This is an optimization exercise on Yosys and OpenROAD, whose aim is small area, not a production implementation. In this exercise RTL edits were held to simulation tests only and were not proved equivalent to the original. No activity file was given, so power comes from the tool's default toggle rates.

### design/flow/design.v
module b64_alpha (
    input  wire [5:0] idx,
    output reg  [7:0] code
);
    always @(*) begin
        if (idx < 6'd26)
            code = 8'h41 + {2'b00, idx};
        else if (idx < 6'd52)
            code = 8'h61 + {2'b00, idx} - 8'd26;
        else if (idx < 6'd62)
            code = 8'h30 + {2'b00, idx} - 8'd52;
        else if (idx == 6'd62)
            code = 8'h2B;
        else
            code = 8'h2F;
    end
endmodule
module b64_rev (
    input  wire [20:0] c,
    output reg         is_val,
    output reg         is_pad,
    output reg  [5:0]  val
);
    wire hi = |c[20:7];
    always @(*) begin
        is_val = 1'b0;
        is_pad = 1'b0;
        val    = c[5:0] - 6'h01;
        if (!hi) begin
            if (c[6:0] >= 7'h41 && c[6:0] <= 7'h5A) begin
                is_val = 1'b1;
                val    = c[5:0] - 6'h01;
            end else if (c[6:0] >= 7'h61 && c[6:0] <= 7'h7A) begin
                is_val = 1'b1;
                val    = c[5:0] - 6'h21 + 6'd26;
            end else if (c[6:0] >= 7'h30 && c[6:0] <= 7'h39) begin
                is_val = 1'b1;
                val    = c[5:0] - 6'h30 + 6'd52;
            end else if (c[6:0] == 7'h2B) begin
                is_val = 1'b1;
                val    = 6'd62;
            end else if (c[6:0] == 7'h2F) begin
                is_val = 1'b1;
                val    = 6'd63;
            end else if (c[6:0] == 7'h3D) begin
                is_pad = 1'b1;
            end
        end
    end
endmodule
module b64_enc (
    input  wire        clk,
    input  wire        rst,
    input  wire        in_valid,
    input  wire [9:0]  in_data,
    output wire        in_ready,
    output wire        out_valid,
    output wire [32:0] out_data,
    input  wire        out_ready,
    output wire        busy
);
    localparam [7:0] PAD_CODE = 8'h3D;
    reg [1:0] e_cnt;       
    reg       e_end;       
    reg       e_active;
    reg [7:0] e_b0, e_b1, e_b2;
    wire is_last = in_data[9];
    wire is_byte = !in_data[8];
    wire full    = (e_cnt == 2'd3);
    assign out_valid = full || e_end;
    assign in_ready  = !out_valid;
    assign busy      = e_active;
    wire accept = in_valid && in_ready;
    wire pop    = out_valid && out_ready;
    wire data   = (e_cnt != 2'd0);    
    wire [23:0] w = {e_b0,
                     (e_cnt[1] ? e_b1 : 8'h00),
                     (full     ? e_b2 : 8'h00)};
    wire [7:0] a0, a1, a2, a3;
    b64_alpha u_a0 (.idx(w[23:18]), .code(a0));
    b64_alpha u_a1 (.idx(w[17:12]), .code(a1));
    b64_alpha u_a2 (.idx(w[11:6]),  .code(a2));
    b64_alpha u_a3 (.idx(w[5:0]),   .code(a3));
    wire [7:0] c2 = (e_cnt == 2'd1) ? PAD_CODE : a2;
    wire [7:0] c3 = full ? a3 : PAD_CODE;
    assign out_data = data ? {1'b0, a0, a1, c2, c3} : {1'b1, 32'h0};
    always @(posedge clk) begin
        if (e_cnt == 2'd0) e_b0 <= in_data[7:0];
        if (e_cnt == 2'd1) e_b1 <= in_data[7:0];
        if (e_cnt == 2'd2) e_b2 <= in_data[7:0];
    end
    always @(posedge clk) begin
        if (rst) begin
            e_cnt    <= 2'd0;
            e_end    <= 1'b0;
            e_active <= 1'b0;
        end else if (accept) begin
            if (is_byte)
                e_cnt <= e_cnt + 2'd1;
            if (is_last) begin
                e_end    <= 1'b1;
                e_active <= 1'b0;
            end else if (is_byte) begin
                e_active <= 1'b1;
            end
        end else if (pop) begin
            if (data)
                e_cnt <= 2'd0;
            else
                e_end <= 1'b0;
        end
    end
endmodule
module b64_dec (
    input  wire        clk,
    input  wire        rst,
    input  wire        in_valid,
    input  wire [22:0] in_data,
    output wire        in_ready,
    output wire        out_valid,
    output wire [27:0] out_data,
    input  wire        out_ready,
    output wire        busy
);
    reg  [1:0] d_pos;
    reg  [5:0] d_v0, d_v1, d_v2, d_v3;
    reg        d_pad2;      
    reg        d_err;       
    reg        d_hold;      
    reg        d_full;      
    reg        d_end;       
    reg        d_active;
    wire is_last = in_data[22];
    wire is_char = !in_data[21];
    assign out_valid = d_full || d_end;
    assign in_ready  = !out_valid;
    assign busy      = d_active;
    wire accept = in_valid && in_ready;
    wire pop    = out_valid && out_ready;
    wire       k_val, k_pad;
    wire [5:0] k_v;
    b64_rev u_rev (.c(in_data[20:0]), .is_val(k_val), .is_pad(k_pad), .val(k_v));
    wire       len_err = (d_pos != 2'd0);
    wire       dat     = d_full || d_hold;
    wire       two     = d_full || !d_pad2;
    wire [1:0] n       = {d_full || (d_hold && !d_pad2), d_full || (d_hold && d_pad2)};
    wire [1:0] status  = dat ? 2'b00 : {len_err || d_err, !len_err};
    wire [7:0] ob0 = dat         ? {d_v0, d_v1[5:4]}        : 8'h00;
    wire [7:0] ob1 = (dat & two) ? {d_v1[3:0], d_v2[5:2]}   : 8'h00;
    wire [7:0] ob2 = d_full      ? {d_v2[1:0], d_v3}        : 8'h00;
    assign out_data = {status, n, ob0, ob1, ob2};
    always @(posedge clk) begin
        if (d_pos == 2'd0 && !d_hold && !d_full) d_v0 <= k_v;
        if (d_pos == 2'd1) d_v1 <= k_v;
        if (d_pos == 2'd2) d_v2 <= k_v;
        if (d_pos == 2'd3) d_v3 <= k_v;
    end
    always @(posedge clk) begin
        if (rst || (pop && !dat)) begin
            d_pos    <= 2'd0;
            d_pad2   <= 1'b0;
            d_err    <= 1'b0;
            d_hold   <= 1'b0;
            d_full   <= 1'b0;
            d_end    <= 1'b0;
            d_active <= 1'b0;
        end else if (pop) begin
            d_full <= 1'b0;
            if (!d_full)
                d_hold <= 1'b0;
        end else if (accept) begin
            if (is_char) begin
                d_pos <= d_pos + 2'd1;
                if (!d_err) begin
                    if (d_hold) begin
                        d_err  <= 1'b1;
                        d_hold <= 1'b0;
                    end else begin
                        case (d_pos)
                            2'd0, 2'd1: if (!k_val) d_err <= 1'b1;
                            2'd2: if (k_pad) d_pad2 <= 1'b1;
                                  else if (!k_val) d_err <= 1'b1;
                            default:
                                if (k_val && !d_pad2) d_full <= 1'b1;
                                else if (k_pad) d_hold <= 1'b1;
                                else d_err <= 1'b1;
                        endcase
                    end
                end
            end
            if (is_last) begin
                d_end    <= 1'b1;
                d_active <= 1'b0;
            end else if (is_char) begin
                d_active <= 1'b1;
            end
        end
    end
endmodule
module b64core (
    input  wire        clk,
    input  wire        rst,
    input  wire        enc_in_valid,
    input  wire [9:0]  enc_in_data,
    output wire        enc_in_ready,
    output wire        enc_out_valid,
    output wire [32:0] enc_out_data,
    input  wire        enc_out_ready,
    output wire        enc_busy,
    input  wire        dec_in_valid,
    input  wire [22:0] dec_in_data,
    output wire        dec_in_ready,
    output wire        dec_out_valid,
    output wire [27:0] dec_out_data,
    input  wire        dec_out_ready,
    output wire        dec_busy
);
    b64_enc u_enc (
        .clk(clk), .rst(rst),
        .in_valid(enc_in_valid), .in_data(enc_in_data), .in_ready(enc_in_ready),
        .out_valid(enc_out_valid), .out_data(enc_out_data), .out_ready(enc_out_ready),
        .busy(enc_busy)
    );
    b64_dec u_dec (
        .clk(clk), .rst(rst),
        .in_valid(dec_in_valid), .in_data(dec_in_data), .in_ready(dec_in_ready),
        .out_valid(dec_out_valid), .out_data(dec_out_data), .out_ready(dec_out_ready),
        .busy(dec_busy)
    );
endmodule
### design/flow/run.sh
#!/bin/bash
# synth_recipe.tcl (not shown) runs the flow's synth.tcl, then flattens the netlist and writes it again
# the make line also repeats each setting of config.mk as NAME=value (left out here)
make -C /OpenROAD-flow-scripts/flow DESIGN_CONFIG=/design/flow/config.mk WORK_HOME=/design/flow/orfs CLKGATE_MAP_FILE= SYNTH_SCRIPT=/design/flow/synth_recipe.tcl finish
### design/flow/config.mk
export PLATFORM = sky130hd
export DESIGN_NAME = b64core
export DESIGN_NICKNAME = b64core
export VERILOG_FILES = /design/flow/design.v
export SDC_FILE = /design/flow/constraint.sdc
export NUM_CORES = 4
export LEC_CHECK = 0
export CAP_MARGIN = 20
export CORE_MARGIN = 2
export CORE_UTILIZATION = 40
export SLEW_MARGIN = 20
### design/flow/constraint.sdc
create_clock -name core_clock -period 5.0 [get_ports {clk}]
set_input_delay 1.0000 -clock core_clock [delete_from_list [all_inputs] [get_ports {clk}]]
set_output_delay 1.0000 -clock core_clock [all_outputs]
set_load 0.01 [all_outputs]
==> results_dict.tcl, run 1 <==
set metrics [dict create \
    netlist_top_cells_count "edfxtp_1 (48), nand2_1 (46), nor2_1 (42)" \
    max_freq_mhz 217 \
    pwr-share-seq_pct 45.3 \
    clock_path_buffers 2 \
    wirelength_mm 11.8 \
    holdBufCountCts 0 \
    syn_area_um2 4430 \
    holdPathStages 1 \
    ir_drop_v 0.000142 \
    coreArea_um2 10800 \
    clock-sinks 60 \
    fp.dieH_um 109 \
    num_rows 38 \
    drc 0 \
    p_sw_mw 0.346 \
    finalMaxSlewViolations 0 \
    cts-root-buf "clkbuf_8" \
    hold_path.class "reg -> reg" \
    vias_per_cell 5.41 \
    grt_pass1_vias 3682 \
    synth.distinct_cells 65 \
    yosys_most_used_dff "edfxtp_1" \
    instances_no_fill 731 \
    detail_route.wl_per_cell_um 16.1 \
    critPathMaxFanout 16 \
    dp.cells 716 \
    status "finished clean" \
    crit_type "reg -> out" \
    p_leak_nw 2.23 \
    cts_tree "done" \
    p_per_area_nw_per_um2 228 \
    dr_total_vias 3957 \
    slew_headroom_pct 43.5 \
    yosys.area.top_type "edfxtp_1" \
    worstSetupEndpointType "output pin" \
    drive_above_1_share_pct 5.92 \
    slowest_delay_ps 640 \
    path_clk_slew_ps 60 \
    antenna_found_initial 0 \
    setup_tns_ps 0 \
    nNetsFinal 663 \
    required_ps 4000 \
    r2r_start "u_enc.e_cnt[1]" \
    cellInternalPower_mw 0.974 \
    clock_latency_ps 340 \
    io_pins 106 \
    track_usage_pct 20.2 \
    max_cap_viol_count 0 \
    synthCells 486 \
    drt.antenna.violating_nets 0 \
    drtIter0Drc 181 \
    crit_path_top_delay_cell "dfxtp_1" \
    setup_viol 0 \
    comb_power_share_pct 19.7 \
    htree_levels 3 \
    reg2regPathDepth 8 \
    worstSetupStartpointType "flop" \
    hpwl_mm 9.19 \
    yosys_warnings 4 \
    min_period_ps 4600 \
    hold_viol_final 0 \
    diodes 0 \
    dieArea_um2 11900 \
    startpoint "u_enc.e_cnt[1]" \
    synth_seq_cells 60 \
    gp_congestion 0.917 \
    syn_to_final_growth_pct 30.7 \
    n_fill_cell 1010 \
    worstPathCellList "ha_1, nand2_1, inv_1, ha_1, a21o_1, a21oi_1, nor2_1, a2111oi_0, a211oi_1, clkdlybuf4s50_1" \
    crit_path_frequent_cell "ha_1" \
    cts_resized 0 \
    grt_setup_unrepaired "no" \
    min_period_over_period_pct 92.0 \
    io_buffers 105 \
    min_from "u_enc.e_end" \
    die_w_um 109 \
    yosysSeqAreaShare_pct 38.0 \
    postCtsSetupBuffers 0 \
    synth.avg_cell_area_um2 9.11 \
    synth_top_area_share_pct 32.6 \
    grt_pass1_wl_mm 18.6 \
    synth_most_common_cell "edfxtp_1" \
    grt_max_degree 19 \
    synth_edf_count 48 \
    synthArstFlopShare_pct 0 \
    p_sw_share_pct 26.2 \
    cp.arrival_ps 3600 \
    numCtsBuffers 9 \
    synth.area.top_cells "edfxtp_1 (33%), ha_1 (10%), dfxtp_1 (5.4%), nand2_1 (3.9%), a21oi_1 (3.6%)" \
    first_pass_iters 4 \
    worst_pin_slew_ps 847 \
    pwr-share-clk_pct 35.1 \
    initial_utilization_pct 40.8 \
    skew_ps 9.98 \
    grt.overflow.total 0 \
]
## metrics by stage
step | hold slack (ps) | area [um2] | power, mW | utilization [%] | setup WS, ps
global route | 523 | 5790 | 1.38 | 53.4 | 152
finish | 492 | 5790 | 1.32 | 53.4 | 402
global placement | 463 | 5580 | 0.864 | 51.5 | 823
detailed placement | 478 | 5580 | 0.868 | 51.5 | 738
CTS | 488 | 5790 | 1.33 | 53.4 | 370
floorplan | 445 | 4430 | 0.748 | - | 1510
## power by group through the flow
stage	combinational [mW]	sequential [mW]	clock, mW
after floorplan	0.150	0.598	0
after global placement	0.257	0.607	0
after detailed placement	0.260	0.608	0
after CTS	0.261	0.597	0.475
after global routing	0.285	0.602	0.495
final	0.260	0.597	0.463
## logic make-up after synthesis
family          after synthesis  share of synthesized area, %
buf+inv                      53                          5.11
mux                           7                          1.61
flops                        60                          38.0
simple gates                190                          22.5
fa+ha+maj                    37                          10.5
xor+xnor                     18                          3.56
compound gates              121                          18.8
## path summary, 6_finish.rpt
kind / to / slack, ps
hold reg to reg: u_enc.e_end / 490
setup / recovery: enc_out_data[2] / 400
hold / removal: u_enc.e_end / 490
setup reg to reg: u_enc.e_cnt[1] / 2420
## state kept, by name, summed over array words and instances (netlist names)
name            cells
u_enc.e_b1          8
u_dec.d_v2          6
u_dec.d_err         1
u_enc.e_b2          8
u_dec.d_end         1
u_enc.e_active      1
u_dec.d_pos         2
u_dec.d_v3          6
u_dec.d_hold        1
u_enc.e_end         1
u_dec.d_v0          6
u_dec.d_active      1
u_dec.d_v1          6
u_dec.d_pad2        1
u_enc.e_b0          8
u_dec.d_full        1
u_enc.e_cnt         2
## cell type report
type,count,area [um2],share of cell area [%]
Multi-Input combinational cell,373,2520,43.5
Clock inverter,6,80.1,1.38
Tap cell,140,175,3.03
Timing Repair Buffer,108,1070,18.6
Inverter,35,133,2.29
Clock buffer,9,124,2.14
Sequential cell,60,1680,29.1
## placed cells by master, fill, tap and decap left out, types with 5 or more instances in the layout
cell,count
edfxtp_1,48
clkdlybuf4s50_1,105
nand2_1,46
nor2b_1,21
a211oi_1,15
o21ai_0,16
a21o_1,7
mux2i_1,6
nor4_1,6
a31oi_1,8
xnor2_1,12
inv_1,34
and2_1,12
a21oi_1,32
clkbuf_8,9
nand3_1,14
xor2_1,6
nor2_1,42
clkinv_2,5
nor3_1,15
dfxtp_1,12
ha_1,37
## routing by layer
metal	vias to the layer above	global-route usage (%)	wire length [um]
li1	1963	-	-
met1	1871	26.6	5490
met2	113	33.2	5630
met3	10	4.36	547
met4	0	6.15	118
met5	-	0	0
## worst max-delay path: cells and delay by family (launching register included)
kind,cells,cell delay (ps)
buffers and inverters,2,730
and+or+nand+nor,2,670
AOI/OAI and AO/OA,4,670
DFF,1,640
adders and majority gates,2,570
==> run 2: changes to the inputs <==
--- a/design/flow/design.v
+++ b/design/flow/design.v
@@ -1,52 +1,31 @@
 module b64_alpha (
     input  wire [5:0] idx,
-    output reg  [7:0] code
-);
-    always @(*) begin
-        if (idx < 6'd26)
-            code = 8'h41 + {2'b00, idx};
-        else if (idx < 6'd52)
-            code = 8'h61 + {2'b00, idx} - 8'd26;
-        else if (idx < 6'd62)
-            code = 8'h30 + {2'b00, idx} - 8'd52;
-        else if (idx == 6'd62)
-            code = 8'h2B;
-        else
-            code = 8'h2F;
-    end
+    output wire [7:0] code
+);
+    wire lt26 = idx < 6'd26;
+    wire lt52 = idx < 6'd52;
+    wire lt62 = idx < 6'd62;
+    wire [4:0] lo = idx[4:0] + (lt26 ? 5'd1 : lt52 ? 5'd7 : 5'd12);
+    assign code = lt52 ? {1'b0, 1'b1, !lt26, lo} :
+                  lt62 ? {4'b0011, lo[3:0]} :
+                  {5'b00101, idx[0], 2'b11};
 endmodule
 module b64_rev (
     input  wire [20:0] c,
-    output reg         is_val,
-    output reg         is_pad,
-    output reg  [5:0]  val
-);
-    wire hi = |c[20:7];
-    always @(*) begin
-        is_val = 1'b0;
-        is_pad = 1'b0;
-        val    = c[5:0] - 6'h01;
-        if (!hi) begin
-            if (c[6:0] >= 7'h41 && c[6:0] <= 7'h5A) begin
-                is_val = 1'b1;
-                val    = c[5:0] - 6'h01;
-            end else if (c[6:0] >= 7'h61 && c[6:0] <= 7'h7A) begin
-                is_val = 1'b1;
-                val    = c[5:0] - 6'h21 + 6'd26;
-            end else if (c[6:0] >= 7'h30 && c[6:0] <= 7'h39) begin
-                is_val = 1'b1;
-                val    = c[5:0] - 6'h30 + 6'd52;
-            end else if (c[6:0] == 7'h2B) begin
-                is_val = 1'b1;
-                val    = 6'd62;
-            end else if (c[6:0] == 7'h2F) begin
-                is_val = 1'b1;
-                val    = 6'd63;
-            end else if (c[6:0] == 7'h3D) begin
-                is_pad = 1'b1;
-            end
-        end
-    end
+    output wire        is_val,
+    output wire        is_pad,
+    output wire [5:0]  val
+);
+    wire lo7 = ~|c[20:7];
+    wire [6:0] x = c[6:0];
+    wire let_ok = x[6] && x[4:0] != 5'd0 && x[4:0] <= 5'd26;
+    wire dg     = x[6:4] == 3'b011 && x[3:0] <= 4'd9;
+    wire sym    = x[6:4] == 3'b010 && x[3] && x[1:0] == 2'b11;
+    assign is_pad = lo7 && x == 7'h3D;
+    assign is_val = lo7 && (let_ok || dg || sym);
+    wire [5:0] lv = {1'b0, x[4:0]} + (x[5] ? 6'd25 : 6'd63);
+    wire [3:0] d4  = x[3:0] + 4'd4;
+    assign val = x[6] ? lv : (x[4] ? {2'b11, d4} : {5'b11111, x[2]});
 endmodule
 module b64_enc (
     input  wire        clk,
==> run 2 against run 1 <==
Still clean on timing, DRC and antenna. Maximum frequency is 0.46% higher. Routed wire length shrank 27%. Sequential power decreased by 2%. Synthesized cell count decreased by 23%. Largest cell class unchanged. Largest power group unchanged.
==> results_dict.tcl, run 2 <==
set metrics [dict create \
    grt_pass1_vias 2936 \
    setup_viol 0 \
    clock-sinks 60 \
    status "finished clean" \
    final_cell_mix "clkdlybuf4s50_1 (101), edfxtp_1 (48), nor2_1 (35)" \
    yosysSeqAreaShare_pct 44.6 \
    p_leak_nw 2.03 \
    largest_registers "u_enc.e_b0: 8 flops, u_enc.e_b1: 8 flops, u_enc.e_b2: 8 flops" \
    htree_levels 3 \
    dieArea_um2 10200 \
    cellInternalPower_mw 0.908 \
    synthCells 372 \
    reg2regPathDepth 5 \
    synth_top_area_share_pct 38.2 \
    layout_setup_ws_ps 423 \
    drc 0 \
    grt_max_degree 27 \
    finalMaxSlewViolations 0 \
    startpoint "u_enc.e_cnt[1]" \
    endpoint "enc_out_data[11]" \
    netlist_top_cells_count "edfxtp_1 (48), nor2_1 (35), inv_1 (34)" \
    detail_route.wl_per_cell_um 14.6 \
    comb_power_share_pct 18.2 \
    drive_above_1_share_pct 6.05 \
    vias_per_cell 5.07 \
    worstSetupEndpointType "output pin" \
    hold_viol_final 0 \
    first_pass_iters 4 \
    io_buffers 101 \
    min_period_over_period_pct 91.5 \
    required_ps 4000 \
    synth.distinct_cells 54 \
    worstSetupStartpointType "flop" \
    cts-root-buf "clkbuf_8" \
    synth_edf_count 48 \
    max_freq_mhz 218 \
    postCtsSetupBuffers 0 \
    hold_path.class "reg -> reg" \
    diodes 0 \
    synth_most_common_cell "edfxtp_1" \
    p_per_area_nw_per_um2 236 \
    r2r_start "u_enc.e_cnt[1]" \
    drt.antenna.violating_nets 0 \
    coreArea_um2 9200 \
    nNetsFinal 548 \
    skew_ps 4.70 \
    syn_to_final_growth_pct 33.8 \
    hpwl_mm 6.89 \
    holdBufCountCts 0 \
    cts_tree "done" \
    antenna_found_initial 0 \
    numCtsBuffers 9 \
    slew_headroom_pct 34.4 \
    worst_pin_slew_ps 983 \
    n_fill_cell 821 \
    p_sw_mw 0.285 \
    pwr-share-seq_pct 49.1 \
    path_clk_slew_ps 60 \
    fin_hold_ws_ps 495 \
    yosys_warnings 2 \
    crit_type "reg -> out" \
    dr_total_vias 2994 \
    synth_seq_cells 60 \
    syn_area_um2 3770 \
    yosys_most_used_dff "edfxtp_1" \
    pwr-share-clk_pct 32.7 \
    track_usage_pct 17.3 \
    cp.arrival_ps 3580 \
    setup_tns_ps 0 \
    yosys.area.top_type "edfxtp_1" \
    max_cap_viol_count 0 \
    drtIter0Drc 81 \
    grt_setup_unrepaired "no" \
    r2r_slack_ps 2820 \
    p_sw_share_pct 23.9 \
    ir_drop_v 0.000151 \
    wirelength_mm 8.60 \
    die_w_um 101 \
    num_rows 35 \
    r2r-end "u_enc.e_cnt[1]" \
    io_pins 106 \
    grt.overflow.total 0 \
    synth.avg_cell_area_um2 10.1 \
    synth.area.top_cells "edfxtp_1 (38%), ha_1 (9.6%), dfxtp_1 (6.4%), and2_1 (4.0%), a21oi_1 (3.8%)" \
    min_period_ps 4580 \
    clock_latency_ps 320 \
    final_common_cell "clkdlybuf4s50_1" \
    critPathMaxFanout 13 \
    clock_path_buffers 2 \
    initial_utilization_pct 41.0 \
    synthArstFlopShare_pct 0 \
    gp_congestion 0.856 \
    fp.dieH_um 101 \
    preCtsSetupSlack_ps 624 \
    grt_pass1_wl_mm 13.7 \
]
## run 2: cell types whose count changed after synthesis, moves of 11 or more
cell,previous run,this run
nor3_1,15,3
nand3_1,14,3
nor2b_1,21,10
nand2_1,46,20
and2_1,12,24
## run 2: cell families after synthesis
kind of cell	count (synthesis)	share of synthesized area, %
buf+inv	49	5.61
compound gates	80	14.1
fa+ha+maj	35	12.5
mux	1	0.265
other cells	1	0.0994
simple gates	129	18.8
flops	60	44.6
xor+xnor	17	3.95
## run 2: what timing repair did
action,CTS,global route
endpoints found under the hold margin,0,0
setup endpoints to repair,0,2
gates resized for setup,0,1
## run 2: per-stage QoR
stage	total power [mW]	util (%)	std cells	area, um2
after CTS	1.21	54.9	590	5040
final	1.19	54.9	590	5050
after global routing	1.25	54.9	590	5050
after global placement	0.813	53.0	575	4870
after detailed placement	0.815	53.0	575	4870
after floorplan	0.709	-	375	3780
## run 2: worst max-delay path: stages, from the launching register on
cell and delay, ps:
dfxtp_1 550, ha_2 450, and2_1 280, o211a_1 160, o21ai_0 140, nor2_1 240
ha_1 260, a21o_1 150, a21oi_1 170, xnor2_1 130, nor2_1 50, a21oi_1 110
clkdlybuf4s50_1 550
## run 2: power groups by stage
stage	clock network (mW)	logic [mW]	registers (mW)
6_report	0.390	0.217	0.585
2_1_floorplan	0	0.117	0.592
5_1_grt	0.423	0.241	0.588
3_5_place_dp	0	0.220	0.596
4_1_cts	0.404	0.220	0.585
3_3_place_gp	0	0.218	0.595
## run 2: per-layer routing
| metal | GRT usage [%] | vias up | part of all wire (%) | routed length (um) |
|---|---|---|---|---|
| met1 | 20.4 | 1385 | 44 | 3760 |
| met3 | 3.40 | 9 | 4.0 | 343 |
| li1 | - | 1520 | - | - |
| met4 | 6.13 | 0 | 1.3 | 115 |
| met2 | 31.0 | 80 | 51 | 4390 |
| met5 | 0 | - | 0 | 0 |
## run 2: area by class of cell
class | instances | area, um2 | share of cell area [%]
Clock buffer | 12 | 135 | 2.68
Clock inverter | 3 | 38.8 | 0.768
Inverter | 34 | 128 | 2.53
Multi-Input combinational cell | 266 | 1890 | 37.5
Sequential cell | 60 | 1680 | 33.3
Tap cell | 111 | 139 | 2.75
Timing Repair Buffer | 104 | 1030 | 20.5
## run 2: worst min path at each step
stage / to / cells after the start / slack, ps / startpoint
floorplan: u_dec.d_pad2 / 2 / 470 / u_dec.d_pad2
global placement: u_dec.d_active / 2 / 490 / u_dec.d_active
detailed placement: u_dec.d_active / 2 / 490 / u_dec.d_active
CTS: u_dec.d_active / 2 / 500 / u_dec.d_active
global route: u_dec.d_active / 2 / 530 / u_dec.d_active
finish: u_dec.d_active / 2 / 490 / u_dec.d_active
==> run 3: changes to the inputs <==
==> design/flow/flow/run.sh (new file) <==
#!/bin/bash
# Own layout flow: the standard layout, with smaller port buffers and a
# clock tree built from small clock buffers without dummy loads.
set -euo pipefail
cat >> config.mk <<'EOF'
export BUFFER_PORTS_ARGS = -buffer_cell sky130_fd_sc_hd__buf_1
export CTS_ARGS = -sink_clustering_enable -repair_clock_nets -dont_use_dummy_load -buf_list sky130_fd_sc_hd__clkbuf_4 -root_buf sky130_fd_sc_hd__clkbuf_4
EOF
bash standard.sh > standard.log 2>&1
==> design/flow/standard.sh (new file) <==
#!/bin/bash
# synth_recipe.tcl (not shown) runs the flow's synth.tcl, then flattens the netlist and writes it again
# the make line also repeats each setting of config.mk as NAME=value (left out here)
make -C /OpenROAD-flow-scripts/flow DESIGN_CONFIG=/design/flow/config.mk WORK_HOME=/design/flow/orfs CLKGATE_MAP_FILE= SYNTH_SCRIPT=/design/flow/synth_recipe.tcl "${@:-finish}"
--- a/design/flow/config.mk
+++ b/design/flow/config.mk
@@ -9,3 +9,5 @@
 export CORE_MARGIN = 2
 export CORE_UTILIZATION = 40
 export SLEW_MARGIN = 20
+export BUFFER_PORTS_ARGS = -buffer_cell sky130_fd_sc_hd__buf_1
+export CTS_ARGS = -sink_clustering_enable -repair_clock_nets -dont_use_dummy_load -buf_list sky130_fd_sc_hd__clkbuf_4 -root_buf sky130_fd_sc_hd__clkbuf_4
removed: design/flow/run.sh
==> run 3 against run 2 <==
Hold slack improved by 7.2 ps. Final cell count decreased by 1.4%. Critical path depth unchanged. Largest cell class unchanged.
==> results_dict.tcl, run 3 <==
set metrics [dict create \
    cp.arrival_ps 3490 \
    min_period_over_period_pct 89.8 \
    grt_setup_unrepaired "no" \
    antenna_found_initial 0 \
    final_common_cell "buf_1" \
    final_cell_mix "buf_1 (101), edfxtp_1 (48), nor2_1 (35)" \
    placed_area_um2 4220 \
    synth.area.top_cells "edfxtp_1 (38%), ha_1 (9.6%), dfxtp_1 (6.4%), and2_1 (4.0%), a21oi_1 (3.8%)" \
    finalMaxSlewViolations 0 \
    initial_utilization_pct 41.0 \
    synthCells 372 \
    synth_top_area_share_pct 38.2 \
    worst_pin_slew_ps 867 \
    drive_above_1_share_pct 5.10 \
    dieArea_um2 10200 \
    p_sw_mw 0.258 \
    postCtsSetupBuffers 0 \
    min_period_ps 4490 \
    preCtsSetupSlack_ps 885 \
    slowest_delay_ps 670 \
    drtIter0Drc 73 \
    netlist_top_cells_count "edfxtp_1 (48), nor2_1 (35), inv_1 (34)" \
    grt_max_degree 25 \
    coreArea_um2 9200 \
    yosys_warnings 2 \
    cts-root-buf "clkbuf_4" \
    dr_total_vias 3029 \
    vias_per_cell 5.20 \
    nNetsFinal 546 \
    comb_power_share_pct 17.4 \
    io_buffers 101 \
    fp.dieH_um 101 \
    hold_viol_final 0 \
    grt_pass1_wl_mm 13.2 \
    synth_seq_cells 60 \
    max_cap_viol_count 0 \
    cts_resized 0 \
    holdBufCountCts 0 \
    hold_path.class "reg -> reg" \
    synthArstFlopShare_pct 0 \
    path_clk_slew_ps 90 \
    first_pass_iters 5 \
    num_rows 35 \
    numCtsBuffers 9 \
    ir_drop_v 0.0000945 \
    drc 0 \
    slew_headroom_pct 42.2 \
    worstSetupEndpointType "output pin" \
    setup_tns_ps 0 \
    syn_area_um2 3770 \
    grt.overflow.total 0 \
    hpwl_mm 6.56 \
    pwr-share-seq_pct 59.9 \
    yosys.area.top_type "edfxtp_1" \
    synth.avg_cell_area_um2 10.1 \
    clock-sinks 60 \
    p_leak_nw 1.72 \
    detail_route.wl_per_cell_um 14.0 \
    skew_ps 30.8 \
    p_per_area_nw_per_um2 227 \
    io_pins 106 \
    yosysSeqAreaShare_pct 44.6 \
    grt_pass1_vias 2803 \
    postLayoutCoreUtil_pct 46.7 \
    diodes 0 \
    cellInternalPower_mw 0.718 \
    htree_levels 3 \
    status "finished clean" \
    clock_latency_ps 380 \
    synth_most_common_cell "edfxtp_1" \
    pwr-share-clk_pct 22.8 \
    max_freq_mhz 223 \
    drt.antenna.violating_nets 0 \
    layout_setup_ws_ps 512 \
    worstSetupStartpointType "flop" \
    gp_congestion 0.895 \
    cts_tree "done" \
    crit_type "reg -> out" \
    die_w_um 101 \
    crit_path_top_delay_cell "ha_1" \
    track_usage_pct 16.6 \
    critPathMaxFanout 19 \
    worstPathCellList "ha_1, and2_1, o211a_1, o21ai_0, nor2_1, ha_1, a21o_1, a21oi_1, xnor2_1, nor2_1, a21oi_1, buf_1" \
    power_mw 0.976 \
    wirelength_mm 8.18 \
    synth.distinct_cells 54 \
    yosys_most_used_dff "edfxtp_1" \
    synth_edf_count 48 \
    finish.instance_area_um2 4290 \
    required_ps 4000 \
    largest_registers "u_enc.e_b0: 8 flops, u_enc.e_b1: 8 flops, u_enc.e_b2: 8 flops" \
    clock_path_buffers 2 \
    syn_to_final_growth_pct 13.8 \
    p_sw_share_pct 26.4 \
    setup_viol 0 \
]
==> run 3: changes by cell type in the layout (fill, tap and decap cells not counted), sizes merged <==
cell | before | now
buf | 3 | 102
clkbuf | 12 | 9
clkdlybuf4s50 | 101 | 0
clkinv | 2 | 0
bufinv | 1 | 0
==> run 3: metal layers <==
layer	up-vias	global-route usage, %	share of wire [%]
li1	1511	-	-
met1	1425	19.7	42
met2	87	29.7	52
met3	6	3.74	4.7
met4	0	5.41	0.92
met5	-	0	0
==> run 3: critical path, delay by kind of cell, from the launching register on <==
kind            cells  cell delay [ps]
flops               1              540
xor+xnor            1              140
compound gates      5              720
simple gates        3              630
buf+inv             1              160
fa+ha+maj           2              940
==> run 3: area by class of cell <==
| class | count | area [um2] |
|---|---|---|
| clock buffer | 9 | 67.6 |
| tap | 111 | 139 |
| timing repair buffer | 102 | 387 |
| sequential | 60 | 1680 |
| fill | 907 | 4900 |
| multi-input combinational | 266 | 1890 |
| inverter | 34 | 128 |
==> run 3: path summary, 6_finish.rpt <==
path                  startpoint                to  slack (ps)  cells after the start
setup / recovery  u_enc.e_cnt[1]  enc_out_data[11]         510                     12
setup reg to reg  u_enc.e_cnt[1]    u_enc.e_cnt[1]        2680                      6
hold / removal    u_dec.d_active    u_dec.d_active         500                      2
hold reg to reg   u_dec.d_active    u_dec.d_active         500                      2
==> run 3: kinds of logic after synthesis <==
group | Yosys count | synth area share [%]
compound gates | 80 | 14.1
flops | 60 | 44.6
xor+xnor | 17 | 3.95
fa+ha+maj | 35 | 12.5
simple gates | 129 | 18.8
buf+inv | 49 | 5.61
mux | 1 | 0.265
other cells | 1 | 0.0994
==> run 3: through the flow <==
step / cells / hold slack, ps
finish: 582 / 502
global route: 582 / 519
floorplan: 375 / 470
detailed placement: 573 / 480
CTS: 582 / 501
global placement: 573 / 484
==> run 3: power groups by stage <==
stage	Clock [mW]	Combinational [mW]	Sequential, mW
after floorplan	0	0.117	0.592
after global placement	0	0.169	0.595
after detailed placement	0	0.172	0.596
after CTS	0.232	0.173	0.584
after global routing	0.254	0.192	0.588
final	0.222	0.169	0.584
==> run 4: changes to the inputs <==
==> design/flow/flow/run.sh (replaced) <==
#!/bin/bash
# Own layout flow: the standard layout (standard.sh) with
#  - the standard synthesis script, but ABC run with an area-oriented script
#    (flow/area.script) and adders left to ABC instead of the adder cells;
#  - port buffers of the smallest buffer cell;
#  - a clock tree of small clock buffers without dummy loads.
# Each tool's output goes to a log file in the work folder.
set -euo pipefail
W=$(pwd)
cat > "$W/own_synth.tcl" <<EOF
proc abc {args} {
  set i [lsearch -exact \$args -script]
  if {\$i >= 0} { lset args [expr {\$i+1}] $W/flow/area.script }
  yosys abc {*}\$args
}
source $W/synth_recipe.tcl
EOF
cat >> config.mk <<'EOF'
export BUFFER_PORTS_ARGS = -buffer_cell sky130_fd_sc_hd__buf_1
export CTS_ARGS = -sink_clustering_enable -repair_clock_nets -dont_use_dummy_load -buf_list sky130_fd_sc_hd__clkbuf_4 -root_buf sky130_fd_sc_hd__clkbuf_4
EOF
bash standard.sh SYNTH_SCRIPT="$W/own_synth.tcl" ADDER_MAP_FILE= finish > standard.log 2>&1
==> design/flow/flow/area.script (new file) <==
strash
&get -n
&deepsyn -T 60
&put
strash
dch -f
amap
==> run 4 against run 3 <==
Core utilization increased by 2.0 points. Routed wire length decreased by 9.3%. First-iteration DRC count grew to 2.8 times the previous value. Critical path type unchanged.
==> results_dict.tcl, run 4 <==
set metrics [dict create \
    netlist_top_cells_count "nor2_1 (74), edfxtp_1 (48), clkinv_1 (41)" \
    wirelength_mm 7.42 \
    min_from "u_dec.d_end" \
    p_leak_nw 1.21 \
    final_common_cell "buf_1" \
    drc 0 \
    required_ps 4000 \
    synth_top_area_share_pct 45.5 \
    crit_type "reg -> out" \
    hpwl_mm 5.72 \
    gp_congestion 0.908 \
    dieArea_um2 8650 \
    critPathMaxFanout 10 \
    finish.instance_area_um2 3740 \
    yosys_most_used_dff "edfxtp_1" \
    path_clk_slew_ps 80 \
    vias_per_cell 5.02 \
    yosys.area.top_type "edfxtp_1" \
    busiest_layer "met2" \
    use_met3_pct 3.38 \
    setup_tns_ps 0 \
    status "finished clean" \
    yosys_warnings 2 \
    final_cell_mix "buf_1 (101), nor2_1 (72), edfxtp_1 (48)" \
    io_pins 106 \
    p_per_area_nw_per_um2 259 \
    min_period_ps 4440 \
    syn_area_um2 3170 \
    drtIter0Drc 202 \
    gr-usage-met2_pct 28.4 \
    met1_usage_pct 23.5 \
    grt_pass1_vias 2584 \
    grt_setup_unrepaired "no" \
    power_mw 0.966 \
    dr_total_vias 2883 \
    cts-root-buf "clkbuf_4" \
    initial_utilization_pct 41.2 \
    clock_latency_ps 380 \
    cts_tree "done" \
    largest_registers "u_enc.e_b0: 8 flops, u_enc.e_b1: 8 flops, u_enc.e_b2: 8 flops" \
    drt.antenna.violating_nets 0 \
    grt.overflow.total 0 \
    grt_pass1_wl_mm 12.0 \
    ir_drop_v 0.000109 \
    htree_levels 3 \
    nNetsFinal 513 \
    synth_seq_cells 60 \
    io_buffers 101 \
    hold_path.class "reg -> reg" \
    setup_viol 0 \
    die_w_um 93.0 \
    worst_pin_slew_ps 993 \
    holdPathStages 2 \
    grt_max_degree 30 \
    antenna_found_initial 0 \
    track_usage_pct 17.6 \
    clock_path_buffers 2 \
    holdBufCountCts 0 \
    coreArea_um2 7690 \
    worstSetupEndpointType "output pin" \
    worstSetupStartpointType "flop" \
    synthArstFlopShare_pct 0 \
    synth.area.top_cells "edfxtp_1 (45%), nor2_1 (8.8%), dfxtp_1 (7.6%), nor2b_1 (5.1%), clkinv_1 (4.9%)" \
    skew_ps 18.2 \
    diodes 0 \
    max_freq_mhz 225 \
    drive_above_1_share_pct 2.54 \
    num_rows 32 \
    numCtsBuffers 9 \
    r2r_start "u_dec.d_full" \
    clock-sinks 60 \
    slew_headroom_pct 33.3 \
    synthCells 363 \
    yosysSeqAreaShare_pct 53.1 \
    detail_route.wl_per_cell_um 12.9 \
    first_pass_iters 5 \
    startpoint "u_enc.e_cnt[1]" \
    hold_viol_final 0 \
    min_period_over_period_pct 88.8 \
    synth.distinct_cells 31 \
    reg2regPathDepth 3 \
    placed_area_um2 3660 \
    syn_to_final_growth_pct 18.0 \
    finalMaxSlewViolations 0 \
    synth_most_common_cell "nor2_1" \
    fp.dieH_um 93.0 \
    cp.arrival_ps 3440 \
    max_cap_viol_count 0 \
    synth.avg_cell_area_um2 8.73 \
    synth_edf_count 48 \
]
[run 4: cell types whose count changed after synthesis, moves of 18 or more]
cell	before	now
ha_1	29	0
and2_1	24	0
nor2_1	35	74
nand2_1	20	38
clkinv_1	0	41
inv_1	34	0
[run 4: final cells by class]
| type | count | area, um2 |
|---|---|---|
| multi-input cells | 260 | 1320 |
| clock buffers | 9 | 67.6 |
| flip-flops and latches | 60 | 1680 |
| fillers | 764 | 3950 |
| well taps | 102 | 128 |
| repair buffers | 102 | 387 |
| inverters | 41 | 154 |
[run 4: kinds of logic (layout without fill, tap and decap cells)]
family,Yosys count,count (layout),share of synthesized area (%)
AOI/OAI and AO/OA,85,85,16.5
buffers and inverters,46,152,5.92
DFF,60,60,53.1
other,1,4,0.118
and+or+nand+nor,171,171,24.4
[run 4: metal layers]
layer / wire length [um] / up-vias
li1: - / 1490
met1: 3470 / 1283
met2: 3410 / 100
met3: 428 / 10
met4: 106 / 0
met5: 0 / -
[run 4: repair_timing]
action | 4_1_cts | 5_1_grt
setup buffers | 0 | 0
hold endpoints to repair | 0 | 0
gates resized for setup | 0 | 2
endpoints found under the setup margin | 0 | 5
[run 4: per-stage QoR]
stage          worst slack [ps]  hold WS, ps  cells  util [%]
2_1_floorplan              1310          441    366         -
3_3_place_gp                911          455    565      47.7
3_5_place_dp                703          472    565      47.7
4_1_cts                     280          487    574      48.5
5_1_grt                    66.4          533    574      48.6
6_report                    560          482    574      48.6
[run 4: where the power goes]
part           internal, mW  switching [mW]
logic                0.0522           0.104
registers             0.570          0.0124
clock network        0.0836           0.145
total                 0.705           0.261
[run 4: worst paths after layout]
kind                          end  slack (ps)
hold / removal        u_dec.d_end         480
setup reg to reg    u_dec.d_v0[0]        2660
hold reg to reg       u_dec.d_end         480
setup / recovery  enc_out_data[4]         560
[run 4: critical path, cell delays in order (launching register included)]
cell      delay (ps)
dfxtp_1          430
clkinv_1         320
nor2_4           310
clkinv_1         190
o22ai_1          290
nand2_1          130
o21ai_0          250
nand2_1          100
o21ai_0          110
nand2_1          100
and2_0           200
nor2_1           160
nor2_1            60
a211oi_1         170
o22ai_1          110
buf_1            150
==> run 5: changes to the inputs <==
--- a/design/flow/design.v
+++ b/design/flow/design.v
@@ -52,14 +52,11 @@
     wire accept = in_valid && in_ready;
     wire pop    = out_valid && out_ready;
     wire data   = (e_cnt != 2'd0);    
-    wire [23:0] w = {e_b0,
-                     (e_cnt[1] ? e_b1 : 8'h00),
-                     (full     ? e_b2 : 8'h00)};
     wire [7:0] a0, a1, a2, a3;
-    b64_alpha u_a0 (.idx(w[23:18]), .code(a0));
-    b64_alpha u_a1 (.idx(w[17:12]), .code(a1));
-    b64_alpha u_a2 (.idx(w[11:6]),  .code(a2));
-    b64_alpha u_a3 (.idx(w[5:0]),   .code(a3));
+    b64_alpha u_a0 (.idx(e_b0[7:2]), .code(a0));
+    b64_alpha u_a1 (.idx({e_b0[1:0], e_cnt[1] ? e_b1[7:4] : 4'h0}), .code(a1));
+    b64_alpha u_a2 (.idx({e_b1[3:0], full ? e_b2[7:6] : 2'h0}), .code(a2));
+    b64_alpha u_a3 (.idx(e_b2[5:0]), .code(a3));
     wire [7:0] c2 = (e_cnt == 2'd1) ? PAD_CODE : a2;
     wire [7:0] c3 = full ? a3 : PAD_CODE;
     assign out_data = data ? {1'b0, a0, a1, c2, c3} : {1'b1, 32'h0};
==> design/flow/flow/area.script (replaced) <==
strash
&get -n
&deepsyn -T 30
&put
strash
dch -f
map -a
mfs2
strash
dch -f
amap
==> run 5 against run 4 <==
Clock skew up 5.9 ps. Critical endpoint is now enc_out_data[11]. Non-clock buffer count up 4. Highest routed layer unchanged. Register-to-register slack about the same. Count of clock-buffer cells in the layout unchanged. Hold slack better by 6.3 ps.
==> results_dict.tcl, run 5 <==
set metrics [dict create \
    status "finished clean" \
    reg2regPathDepth 3 \
    min_period_ps 4560 \
    initial_utilization_pct 41.1 \
    yosys_most_used_dff "edfxtp_1" \
    worst_pin_slew_ps 957 \
    synth.distinct_cells 32 \
    required_ps 4000 \
    antenna_found_initial 0 \
    synth_edf_count 48 \
    yosysSeqAreaShare_pct 53.0 \
    numCtsBuffers 9 \
    crit_path_top_delay_cell "dfxtp_2" \
    coreArea_um2 7730 \
    first_pass_iters 4 \
    nNetsFinal 522 \
    synth_seq_cells 60 \
    max_freq_mhz 219 \
    slew_headroom_pct 35.7 \
    regArea_um2 1680 \
    clock_latency_ps 400 \
    n_fill_cell 792 \
    grt_max_degree 21 \
    postLayoutCoreUtil_pct 48.9 \
    gr-usage-met2_pct 27.8 \
    synthCells 368 \
    multiInputGateArea_um2 1310 \
    cp.depth 18 \
    worstSetupEndpointType "output pin" \
    vias_per_cell 5.09 \
    largest_registers "u_enc.e_b0: 8 flops, u_enc.e_b1: 8 flops, u_enc.e_b2: 8 flops" \
    cts-root-buf "clkbuf_4" \
    hold_path.class "reg -> reg" \
    skew_ps 24.1 \
    synthArstFlopShare_pct 0 \
    path_clk_slew_ps 90 \
    syn_to_final_growth_pct 19.0 \
    use_met3_pct 3.46 \
    placed_area_um2 3670 \
    max_cap_viol_count 0 \
    finish.instance_area_um2 3780 \
    worstPathCellList "clkinvlp_4, nor2_4, nand2_1, nor3_1, a311oi_1, or2_0, nand2_1, o21ai_0, nor2_1, clkinv_1, a21oi_1, a21oi_1, nand2_1, clkinv_1, o21ai_0, nor2_1, a21oi_1, buf_1" \
    dr_total_vias 2969 \
    ir_drop_v 0.000140 \
    die_w_um 93.1 \
    r2r_slack_ps 2650 \
    hold_viol_final 0 \
    netlist_top_cells_count "nor2_1 (83), edfxtp_1 (48), clkinv_1 (46)" \
    worstSetupStartpointType "flop" \
    grt_pass1_wl_mm 12.2 \
    setup_tns_ps 0 \
    finalMaxSlewViolations 0 \
    dieArea_um2 8670 \
    setup_viol 0 \
    synth_top_area_share_pct 45.4 \
    clock-sinks 60 \
    busiest_layer "met2" \
    p_leak_nw 1.24 \
    cp.arrival_ps 3560 \
    detail_route.wl_per_cell_um 13.1 \
    grt.overflow.total 0 \
    min_period_over_period_pct 91.2 \
    startpoint "u_enc.e_cnt[1]" \
    final_cell_mix "buf_1 (101), nor2_1 (81), edfxtp_1 (48)" \
    synth.avg_cell_area_um2 8.63 \
    cts_tree "done" \
    htree_levels 3 \
    drt.antenna.violating_nets 0 \
    synth.area.top_cells "edfxtp_1 (45%), nor2_1 (9.8%), dfxtp_1 (7.6%), nor2b_1 (5.7%), clkinv_1 (5.4%)" \
    holdBufCountCts 0 \
    gp_congestion 0.910 \
    p_per_area_nw_per_um2 257 \
    crit_type "reg -> out" \
    r2r_start "u_dec.d_full" \
    critPathMaxFanout 8 \
    met1_usage_pct 25.2 \
    grt_pass1_vias 2617 \
    yosys_warnings 2 \
    fp.dieH_um 93.1 \
    track_usage_pct 18.2 \
    diodes 0 \
    final_common_cell "buf_1" \
    grt_setup_unrepaired "no" \
    wirelength_mm 7.62 \
    io_pins 106 \
    syn_area_um2 3180 \
    io_buffers 101 \
    synth_most_common_cell "nor2_1" \
    clock_path_buffers 2 \
    drive_above_1_share_pct 3.74 \
    worst-path-buf-inv 4 \
    slowest_delay_ps 440 \
    num_rows 32 \
    endpoint "enc_out_data[11]" \
    yosys.area.top_type "edfxtp_1" \
    drtIter0Drc 131 \
    drc 0 \
    hpwl_mm 5.87 \
    r2r-end "u_dec.d_v0[0]" \
    critical-path-top-delay-family "simple AND/OR/NAND/NOR gates" \
]
==> run 5: cell type report <==
class                      count  area share [%]
timing repair buffer         106            11.0
tap                          102            3.38
clock buffer                   9            1.79
multi-input combinational    260            34.6
sequential                    60            44.5
inverter                      46            4.67
==> run 5: how the worst min path moves through the flow <==
stage / startpoint / endpoint / cells past startpoint
after CTS: u_dec.d_pad2 / u_dec.d_pad2 / 2
final: u_dec.d_pad2 / u_dec.d_pad2 / 2
after global placement: u_dec.d_pad2 / u_dec.d_pad2 / 2
after floorplan: u_dec.d_pad2 / u_dec.d_pad2 / 2
after detailed placement: u_dec.d_pad2 / u_dec.d_pad2 / 2
after global routing: u_dec.d_pad2 / u_dec.d_pad2 / 2
==> run 5: per-stage QoR <==
stage	hold WS [ps]	power [mW]	setup WS (ps)	cells
after detailed placement	476	0.753	495	570
after global routing	509	1.03	90.8	583
after floorplan	444	0.696	1120	371
after global placement	461	0.749	712	570
final	488	0.973	439	583
after CTS	485	0.982	23.7	579
==> run 5: report_power, final <==
group / switching, mW / internal, mW / leakage, nW
registers: 0.0137 / 0.569 / 0.546
clock network: 0.146 / 0.0834 / 0.0414
logic: 0.107 / 0.0543 / 0.650
total: 0.267 / 0.707 / 1.24
==> run 5: what timing repair did <==
item                                    CTS  global route
buffers inserted                          0             4
resized for setup                         0             4
hold endpoints to repair                  0             0
endpoints found under the setup margin    0             2
==> run 5: worst register-to-register path, stage by stage (launching register included) <==
cell and delay (ps):
dfxtp_1 360, nor2_1 540, clkinv_1 280, nor3_1 790
==> run 5: cell families (layout without fill, tap and decap cells) <==
kind of cell           after synthesis  after routing  share of synthesized area, %
buffers and inverters               51            161                          6.50
flip-flops                          60             60                          53.0
AO/OA/AOI/OAI                       86             86                          15.8
AND/OR/NAND/NOR                    170            170                          24.6
other                                1              4                         0.118
==> run 5: metal layers <==
metal,share of wire (%),wire length [um]
met1,48,3690
met2,44,3370
met3,6.6,504
met4,0.75,57
met5,0,0
==> run 6: changes to the inputs <==
--- a/design/flow/design.v
+++ b/design/flow/design.v
@@ -42,48 +42,50 @@
     reg [1:0] e_cnt;       
     reg       e_end;       
     reg       e_active;
-    reg [7:0] e_b0, e_b1, e_b2;
+    reg [7:0] e_b0, e_b1;
     wire is_last = in_data[9];
     wire is_byte = !in_data[8];
-    wire full    = (e_cnt == 2'd3);
-    assign out_valid = full || e_end;
-    assign in_ready  = !out_valid;
+    wire two     = e_cnt[1];
+    assign in_ready  = out_ready && !e_end;
+    assign out_valid = e_end || (two && in_valid && is_byte);
     assign busy      = e_active;
     wire accept = in_valid && in_ready;
     wire pop    = out_valid && out_ready;
-    wire data   = (e_cnt != 2'd0);    
+    wire data   = !e_end || (e_cnt != 2'd0);    
+    wire [7:0] b2 = e_end ? 8'h00 : in_data[7:0];
     wire [7:0] a0, a1, a2, a3;
     b64_alpha u_a0 (.idx(e_b0[7:2]), .code(a0));
-    b64_alpha u_a1 (.idx({e_b0[1:0], e_cnt[1] ? e_b1[7:4] : 4'h0}), .code(a1));
-    b64_alpha u_a2 (.idx({e_b1[3:0], full ? e_b2[7:6] : 2'h0}), .code(a2));
-    b64_alpha u_a3 (.idx(e_b2[5:0]), .code(a3));
+    b64_alpha u_a1 (.idx({e_b0[1:0], two ? e_b1[7:4] : 4'h0}), .code(a1));
+    b64_alpha u_a2 (.idx({e_b1[3:0], b2[7:6]}), .code(a2));
+    b64_alpha u_a3 (.idx(b2[5:0]), .code(a3));
     wire [7:0] c2 = (e_cnt == 2'd1) ? PAD_CODE : a2;
-    wire [7:0] c3 = full ? a3 : PAD_CODE;
+    wire [7:0] c3 = e_end ? PAD_CODE : a3;
     assign out_data = data ? {1'b0, a0, a1, c2, c3} : {1'b1, 32'h0};
     always @(posedge clk) begin
         if (e_cnt == 2'd0) e_b0 <= in_data[7:0];
         if (e_cnt == 2'd1) e_b1 <= in_data[7:0];
-        if (e_cnt == 2'd2) e_b2 <= in_data[7:0];
     end
     always @(posedge clk) begin
         if (rst) begin
             e_cnt    <= 2'd0;
             e_end    <= 1'b0;
             e_active <= 1'b0;
+        end else if (e_end) begin
+            if (pop) begin
+                if (e_cnt != 2'd0)
+                    e_cnt <= 2'd0;
+                else
+                    e_end <= 1'b0;
+            end
         end else if (accept) begin
             if (is_byte)
-                e_cnt <= e_cnt + 2'd1;
+                e_cnt <= two ? 2'd0 : e_cnt + 2'd1;
             if (is_last) begin
                 e_end    <= 1'b1;
                 e_active <= 1'b0;
             end else if (is_byte) begin
                 e_active <= 1'b1;
             end
-        end else if (pop) begin
-            if (data)
-                e_cnt <= 2'd0;
-            else
-                e_end <= 1'b0;
         end
     end
 endmodule
@@ -99,50 +101,47 @@
     output wire        busy
 );
     reg  [1:0] d_pos;
-    reg  [5:0] d_v0, d_v1, d_v2, d_v3;
+    reg  [5:0] d_v0, d_v1, d_v2;
     reg        d_pad2;      
     reg        d_err;       
     reg        d_hold;      
-    reg        d_full;      
     reg        d_end;       
     reg        d_active;
     wire is_last = in_data[22];
     wire is_char = !in_data[21];
-    assign out_valid = d_full || d_end;
-    assign in_ready  = !out_valid;
+    wire       k_val, k_pad;
+    wire [5:0] k_v;
+    b64_rev u_rev (.c(in_data[20:0]), .is_val(k_val), .is_pad(k_pad), .val(k_v));
+    wire full = (d_pos == 2'd3) && !d_err && !d_hold && !d_pad2 && is_char && k_val;
+    assign in_ready  = out_ready && !d_end;
+    assign out_valid = d_end || (in_valid && full);
     assign busy      = d_active;
     wire accept = in_valid && in_ready;
     wire pop    = out_valid && out_ready;
-    wire       k_val, k_pad;
-    wire [5:0] k_v;
-    b64_rev u_rev (.c(in_data[20:0]), .is_val(k_val), .is_pad(k_pad), .val(k_v));
     wire       len_err = (d_pos != 2'd0);
-    wire       dat     = d_full || d_hold;
-    wire       two     = d_full || !d_pad2;
-    wire [1:0] n       = {d_full || (d_hold && !d_pad2), d_full || (d_hold && d_pad2)};
+    wire       dat     = !d_end || d_hold;
+    wire       two     = !d_end || !d_pad2;
+    wire [1:0] n       = {!d_end || (d_hold && !d_pad2), !d_end || (d_hold && d_pad2)};
     wire [1:0] status  = dat ? 2'b00 : {len_err || d_err, !len_err};
-    wire [7:0] ob0 = dat         ? {d_v0, d_v1[5:4]}        : 8'h00;
-    wire [7:0] ob1 = (dat & two) ? {d_v1[3:0], d_v2[5:2]}   : 8'h00;
-    wire [7:0] ob2 = d_full      ? {d_v2[1:0], d_v3}        : 8'h00;
+    wire [7:0] ob0 = dat         ? {d_v0, d_v1[5:4]}      : 8'h00;
+    wire [7:0] ob1 = (dat & two) ? {d_v1[3:0], d_v2[5:2]} : 8'h00;
+    wire [7:0] ob2 = !d_end      ? {d_v2[1:0], k_v}       : 8'h00;
     assign out_data = {status, n, ob0, ob1, ob2};
     always @(posedge clk) begin
-        if (d_pos == 2'd0 && !d_hold && !d_full) d_v0 <= k_v;
+        if (d_pos == 2'd0 && !d_hold) d_v0 <= k_v;
         if (d_pos == 2'd1) d_v1 <= k_v;
         if (d_pos == 2'd2) d_v2 <= k_v;
-        if (d_pos == 2'd3) d_v3 <= k_v;
-    end
-    always @(posedge clk) begin
-        if (rst || (pop && !dat)) begin
+    end
+    always @(posedge clk) begin
+        if (rst || (d_end && pop && !d_hold)) begin
             d_pos    <= 2'd0;
             d_pad2   <= 1'b0;
             d_err    <= 1'b0;
             d_hold   <= 1'b0;
-            d_full   <= 1'b0;
             d_end    <= 1'b0;
             d_active <= 1'b0;
-        end else if (pop) begin
-            d_full <= 1'b0;
-            if (!d_full)
+        end else if (d_end) begin
+            if (pop)
                 d_hold <= 1'b0;
         end else if (accept) begin
             if (is_char) begin
@@ -157,9 +156,8 @@
                             2'd2: if (k_pad) d_pad2 <= 1'b1;
                                   else if (!k_val) d_err <= 1'b1;
                             default:
-                                if (k_val && !d_pad2) d_full <= 1'b1;
-                                else if (k_pad) d_hold <= 1'b1;
-                                else d_err <= 1'b1;
+                                if (k_pad) d_hold <= 1'b1;
+                                else if (!(k_val && !d_pad2)) d_err <= 1'b1;
                         endcase
                     end
                 end
==> run 6 against run 5 <==
Synthesized cell count unchanged. First-iteration DRC count decreased by 21%. Area after synthesis down 12%. Routed wire length shrank 9.5%. Hold slack improved by 20 ps. Still clean. Die area fell by 11%. Cell area fell by 12%. Register-to-register slack improved by 470 ps. Setup slack gained 460 ps. Combinational power rose by 39%. Highest routed layer unchanged.
==> results_dict.tcl, run 6 <==
set metrics [dict create \
    status "finished clean" \
    first_pass_iters 4 \
    clock-sinks 45 \
    hold_viol_final 0 \
    dieArea_um2 7700 \
    p_per_area_nw_per_um2 240 \
    clock_latency_ps 320 \
    min_period_ps 4110 \
    synth_edf_count 34 \
    muxShareOfSynthArea_pct 0 \
    cts-root-buf "clkbuf_4" \
    detail_route.wl_per_cell_um 12.1 \
    cts_tree "done" \
    hold_path.class "reg -> reg" \
    syn_area_um2 2810 \
    finalMaxSlewViolations 0 \
    slew_headroom_pct 44.6 \
    netlist_top_cells_count "nor2_1 (85), clkinv_1 (55), edfxtp_1 (34)" \
    io_buffers 101 \
    slowest_delay_ps 540 \
    crit_type "reg -> out" \
    initial_utilization_pct 41.3 \
    yosys_warnings 2 \
    holdBufCountCts 0 \
    largest_registers "u_enc.e_b0: 8 flops, u_enc.e_b1: 8 flops" \
    p_leak_nw 1.13 \
    yosysSeqAreaShare_pct 44.2 \
    max_cap_viol_count 0 \
    max_freq_mhz 244 \
    grt.overflow.total 0 \
    synth_top_family_by_area "simple AND/OR/NAND/NOR gates" \
    min_from "u_enc.e_active" \
    synth_top_area_share_pct 36.4 \
    synth_most_common_cell "nor2_1" \
    final_common_cell "buf_1" \
    track_usage_pct 17.4 \
    htree_levels 2 \
    grt_setup_unrepaired "no" \
    regArea_um2 1240 \
    drc 0 \
    setup_viol 0 \
    dp.cells 566 \
    setup_tns_ps 0 \
    path_clk_slew_ps 110 \
    nNetsFinal 516 \
    numCtsBuffers 5 \
    antenna_found_initial 0 \
    synth.area.top_cells "edfxtp_1 (36%), nor2_1 (11%), dfxtp_1 (7.8%), clkinv_1 (7.4%), nor2b_1 (6.0%)" \
    coreArea_um2 6790 \
    synth_fa_ha_area_share_pct 0 \
    drive_above_1_share_pct 1.47 \
    wirelength_mm 6.90 \
    fp.dieH_um 87.8 \
    critPathMaxFanout 10 \
    syn_to_final_growth_pct 19.0 \
    worstSetupEndpointType "output pin" \
    synth_xor_area_share_pct 0 \
    ir_drop_v 0.0000995 \
    n_fill_cell 694 \
    placed_area_um2 3300 \
    synthSimpleGateAreaFrac_pct 28.2 \
    vias_per_cell 4.99 \
    synthCells 368 \
    cp.arrival_ps 3110 \
    required_ps 4000 \
    multiInputGateArea_um2 1340 \
    crit_path_top_delay_cell "dfxtp_1" \
    synth.avg_cell_area_um2 7.63 \
    io_pins 106 \
    hpwl_mm 5.55 \
    fin_hold_ws_ps 509 \
    worstSetupStartpointType "flop" \
    final_cell_mix "buf_1 (101), nor2_1 (85), clkinv_1 (55)" \
    synth_compound_area_share_pct 19.0 \
    min_period_over_period_pct 82.1 \
    worst_pin_slew_ps 824 \
    skew_ps 13.1 \
    synth_seq_cells 45 \
    preCtsSetupSlack_ps 980 \
    yosys_most_used_dff "edfxtp_1" \
    grt_max_degree 21 \
    dr_total_vias 2850 \
    worstPathCellList "clkinv_1, nand2_1, a211oi_1, nor2_1, nor2_1, o21ai_0, o21ai_0, nand2_1, o21ai_0, nand2_1, clkinv_1, o221ai_1, a21oi_1, nor2_1, buf_1" \
    instances_no_fill 571 \
    yosys.area.top_type "edfxtp_1" \
    postCtsSetupBuffers 0 \
    grt_pass1_vias 2327 \
    synth.distinct_cells 32 \
    drt.antenna.violating_nets 0 \
    die_w_um 87.8 \
    synthArstFlopShare_pct 0 \
    diodes 0 \
    grt_pass1_wl_mm 10.6 \
    r2r_slack_ps 3120 \
    cts_resized 0 \
    layout_setup_ws_ps 894 \
    postLayoutCoreUtil_pct 49.2 \
    finish.instance_area_um2 3340 \
    r2r_start "u_dec.d_end" \
    gp_congestion 0.910 \
    power_mw 0.801 \
    clock_path_buffers 2 \
    num_rows 30 \
    drtIter0Drc 103 \
    startpoint "u_enc.e_end" \
]
run 6: power by group:
| part | leakage, nW | switching (mW) | total (mW) | internal (mW) |
|---|---|---|---|---|
| logic | 0.701 | 0.146 | 0.223 | 0.0771 |
| clock network | 0.0230 | 0.0935 | 0.141 | 0.0472 |
| registers | 0.411 | 0.0114 | 0.437 | 0.425 |
| total | 1.13 | 0.251 | 0.801 | 0.550 |
run 6: layer usage:
layer	wire (um)	global-route usage (%)	share of wire (%)
met1	3190	23.1	46
met2	3330	29.3	48
met3	345	3.77	5.0
met4	31	3.78	0.45
met5	0	0	0
run 6: path summary, 6_finish.rpt:
path                       to  depth (start not counted)
min reg2reg    u_enc.e_active                          2
max          enc_out_data[12]                         15
min            u_enc.e_active                          2
max reg2reg      u_dec.d_hold                          3
run 6: cells by family (layout without fill, tap and decap cells):
logic type / Yosys count / after routing
simple gates: 177 / 177
compound gates: 86 / 86
buf+inv: 59 / 163
flops: 45 / 45
other cells: 1 / 4
run 6: final cells by class:
cell class | count | area share, %
clock buffers | 5 | 1.12
multi-input cells | 267 | 40.1
repair buffers | 103 | 11.8
well taps | 96 | 3.60
inverters | 55 | 6.18
flip-flops and latches | 45 | 37.2
run 6: worst max-delay path, delay by kind of cell, from the launching register on:
kind,cells,cell delay (ps)
simple gates,6,820
compound gates,6,880
buf+inv,3,530
flops,1,540

[re-timing with driven ports]
In the flow no input, the clock included, has a driving cell. The finished layouts below were timed again as built, in two steps. Step 1 sets driving cells, clkbuf_16 on the clock port and buf_2 on the other inputs (assumed; they add their load-dependent delay and slew). Step 2, shift: input delay + t, output delay - t, t = (earliest + latest rising clock arrival at the registers) / 2. This alone moves slack from input paths to output paths. Slacks: ideal ports / drivers / drivers and shift; pairs: ideal ports / drivers.
run	t (ns)	slack for setup (ns)	worst register clock-pin slew, ns	worst data-port slew with drivers (ns)
run 1	0.368	0.402 / 0.371 / 0.740	0.07 / 0.07	0.06
run 2	0.350	0.423 / 0.392 / 0.743	0.06 / 0.06	0.04
run 3	0.399	0.512 / 0.483 / 0.882	0.10 / 0.10	0.05
run 4	0.398	0.560 / 0.533 / 0.931	0.10 / 0.10	0.05
run 5	0.410	0.439 / 0.412 / 0.822	0.09 / 0.09	0.04
run 6	0.350	0.894 / 0.867 / 0.937	0.12 / 0.12	0.05
After both steps setup and hold are still met in every run listed.
